Source: an optimization exercise on an open RTL-to-GDS flow (aim: small area, a short achievable clock period and few clock cycles per item). Production flows keep margins and buffers that such runs may drop.
The RTL was checked by simulation tests, not by an equivalence proof against the original design.

Design s16_encoder, start of the top module:
module s16_encoder (
    input  wire        clk,
    input  wire        rst,         
    input  wire        in_valid,
    output wire        in_ready,
    input  wire [27:0] in_data,
    input  wire        in_last,
    output reg         out_valid,
    input  wire        out_ready,
    output reg  [31:0] out_word,
    output reg         out_last
);
    reg  [27:0] w0;
    reg  [13:0] w1;
    reg  [8:0] w2;
    reg  [6:0] w3;
    reg  [5:0] w4;
    reg  [4:0] w5;
    reg  [3:0] w6;
    reg  [2:0] w7;
    reg  [2:0] w8;
    reg  [1:0] w9;
    reg  [1:0] w10;
    reg  [1:0] w11;
    reg  [1:0] w12;
    reg  [1:0] w13;
    reg  [1:0] w14;
    reg  [1:0] w15;
    reg  [1:0] w16;
    reg  [1:0] w17;
    reg  [1:0] w18;
    reg  [1:0] w19;
    reg  [1:0] w20;
    reg  [0:0] w21;
    reg  [0:0] w22;
    reg  [0:0] w23;
    reg  [0:0] w24;
    reg  [0:0] w25;
    reg  [0:0] w26;
    reg  [0:0] w27;
    reg  [28:0] koh;    
    reg         wlast;  
    reg         r_v, r_l, s_v, s_l;
    reg  [27:0] r_d, s_d;
    reg  [9:0] r_f;    
    assign in_ready = !s_v;
    wire rf1 = r_f[0];
    wire rf2 = r_f[1];
    wire rf3 = r_f[2];
    wire rf4 = r_f[3];
    wire rf5 = r_f[4];
    wire rf6 = r_f[5];
    wire rf7 = r_f[6];
    wire rf9 = r_f[7];
    wire rf10 = r_f[8];
    wire rf14 = r_f[9];
    wire rf28 = 1'b1;
    wire fw0 = ~|w0[27:1] & ~|w1[13:1] & ~|w2[8:1] & ~|w3[6:1] & ~|w4[5:1] & ~|w5[4:1] & ~|w6[3:1] & ~|w7[2:1] & ~|w8[2:1] & ~|w9[1:1] & ~|w10[1:1] & ~|w11[1:1] & ~|w12[1:1] & ~|w13[1:1] & ~|w14[1:1] & ~|w15[1:1] & ~|w16[1:1] & ~|w17[1:1] & ~|w18[1:1] & ~|w19[1:1] & ~|w20[1:1];
    wire fw1 = ~|w0[27:2] & ~|w1[13:2] & ~|w2[8:2] & ~|w3[6:2] & ~|w4[5:2] & ~|w5[4:2] & ~|w6[3:2] & ~|w7[2:1] & ~|w8[2:1] & ~|w9[1:1] & ~|w10[1:1] & ~|w11[1:1] & ~|w12[1:1] & ~|w13[1:1] & ~|w14[1:1] & ~|w15[1:1] & ~|w16[1:1] & ~|w17[1:1] & ~|w18[1:1] & ~|w19[1:1] & ~|w20[1:1];
    wire fw2 = ~|w0[27:1] & ~|w1[13:1] & ~|w2[8:1] & ~|w3[6:1] & ~|w4[5:1] & ~|w5[4:1] & ~|w6[3:1] & ~|w7[2:2] & ~|w8[2:2] & ~|w14[1:1] & ~|w15[1:1] & ~|w16[1:1] & ~|w17[1:1] & ~|w18[1:1] & ~|w19[1:1] & ~|w20[1:1];
    wire fw3 = ~|w0[27:1] & ~|w1[13:1] & ~|w2[8:1] & ~|w3[6:1] & ~|w4[5:1] & ~|w5[4:1] & ~|w6[3:1] & ~|w7[2:1] & ~|w8[2:1] & ~|w9[1:1] & ~|w10[1:1] & ~|w11[1:1] & ~|w12[1:1] & ~|w13[1:1];
  ...
For scale: roughly 1900 cells after synthesis, roughly 68 I/O pins, about 17000 um^2 of cells after synthesis.
Settings: LEC_CHECK=0, CAP_MARGIN=40, CORE_MARGIN=2, CORE_UTILIZATION=50, PLACE_DENSITY=0.7, SLEW_MARGIN=40; clock period 12.0 ns.
standard.sh (not shown) runs the stock make flow with config.mk's settings and CLKGATE_MAP_FILE= SYNTH_SCRIPT=/design/flow/synth_recipe.tcl, a recipe that flattens the netlist after the stock synthesis.
==> flow/flow/run.sh <==
#!/bin/bash
set -euo pipefail
bash standard.sh SETUP_SLACK_MARGIN=7.5 finish > standard_flow.log 2>&1
The first run passed the timing, design-rule and antenna checks.
Testbench counts at the start, summed over its fixed seeds: cycles 33,249, items 33,203.
Then changed:
==> flow/flow/run.sh (replaced) <==
#!/bin/bash
set -euo pipefail
bash standard.sh SETUP_SLACK_MARGIN=7.75 finish > standard_flow.log 2>&1
=> Design area rose by a few percent. Hold slack is about the same. Wire length rose by a few percent. Synthesized area does not change. Clock-buffer cell count rose by 5. Sequential share of layout area fell by 1.7 points. Die area is unchanged.

---

## 10-27
Another version of the RTL of s16_encoder (not shown whole).
Size in the first run: about 2100 cells after synthesis, ~240 flip-flops, about 68 I/O pins, ~17000 um^2 of cells after synthesis.
Design s16_encoder, start of the top module:
module s16_encoder (
    input  wire        clk,
    input  wire        rst,         
    input  wire        in_valid,
    output wire        in_ready,
    input  wire [27:0] in_data,
    input  wire        in_last,
    output reg         out_valid,
    input  wire        out_ready,
    output reg  [31:0] out_word,
    output reg         out_last
);
Settings: LEC_CHECK=0, CAP_MARGIN=40, CORE_MARGIN=2, CORE_UTILIZATION=50, PLACE_DENSITY=0.7, SLEW_MARGIN=40; clock period 12.0 ns.
==> flow/flow/run.sh <==
#!/bin/bash
set -euo pipefail
bash standard.sh SETUP_SLACK_MARGIN=7.5 finish > standard_flow.log 2>&1
10-27 finished end to end and its layout was clean on timing, DRC and antenna.
Testbench counts of 10-27, summed over its fixed seeds: cycles 33,249, items 33,203.
The inputs of 06-01 differ from those of 10-27 as listed below.
==> flow/run.sh (new file) <==
#!/bin/bash
# synth_recipe.tcl (not shown) runs the flow's synth.tcl, then flattens the netlist and writes it again
# the make line also repeats each setting of config.mk as NAME=value (left out here)
make -C /OpenROAD-flow-scripts/flow DESIGN_CONFIG=/design/flow/config.mk WORK_HOME=/design/flow/orfs CLKGATE_MAP_FILE= SYNTH_SCRIPT=/design/flow/synth_recipe.tcl finish
diff --git a/flow/config.mk b/flow/config.mk
--- a/flow/config.mk
+++ b/flow/config.mk
@@ -10,3 +10,4 @@
 export CORE_UTILIZATION = 50
 export PLACE_DENSITY = 0.7
+export SETUP_SLACK_MARGIN = 5
 export SLEW_MARGIN = 40
removed: flow/flow/run.sh
removed: flow/standard.sh
Findings:
- Capture point of the critical path: r_d[5] -> 06-01, w1[10] -> 10-27
- For 10-27, the launch point of the critical path was w11[1], unlike 06-01, where it was w0[22].
- Measured against each other, 10-27 and 06-01 differ in total buffers and inverters traversed by the critical path, the higher figure coming from 06-01.
- Against 10-27 as the reference, 06-01 delivers a lower area growth from synthesis to layout.
- [06-01] slack of the critical path fell 1.72 ns relative to 10-27
- Delta(cell count, 06-01 - 10-27) < 0
- Changes observed in 06-01 relative to 10-27: minimum period implied by the final worst setup slack saw an increase, detailed-router iteration count before antenna repair went up, global-route wire length before repair went down, non-clock buffer count fell 61.
- From 06-01 to 10-27, number of max-cap violations did not move at all.

[separate check: timing with driven ports]
The flow's constraints put no driver on any port. The routed layouts listed below were extracted and timed again, unchanged, in two steps.
Step 1, drivers: a clkbuf_16 drives clk and a buf_2 each remaining input, both assumed.
Step 2 moves the port delays by t, midway between the first and last clock arrival at a register: inputs arrive t later, outputs are due t later. That takes back most of the time a late clock gives input paths.
Slacks: no drivers / after step 1 / after step 2; pairs: no drivers / after step 1.
run | t (ns) | setup slack, ns | clock arrival spread, ns | slew at the worst register clock pin (ns) | cell pins on the clock port's net
the first run of note 1 | 0.613 | 7.490 / 7.490 / 6.893 | 0.025 / 0.025 | 0.07 / 0.07 | 1
the second run of note 1 | 0.619 | 7.616 / 7.616 / 7.199 | 0.013 / 0.013 | 0.07 / 0.07 | 1
10-27 | 0.647 | 7.494 / 7.494 / 6.980 | 0.015 / 0.015 | 0.07 / 0.07 | 1
06-01 | 0.641 | 5.773 / 5.773 / 5.773 | 0.011 / 0.011 | 0.06 / 0.06 | 1
After both steps setup and hold are still met in every run listed. The setup slack of the first run of note 1, which loses most, moves by 0.000 ns with the drivers and by -0.597 ns with both steps.
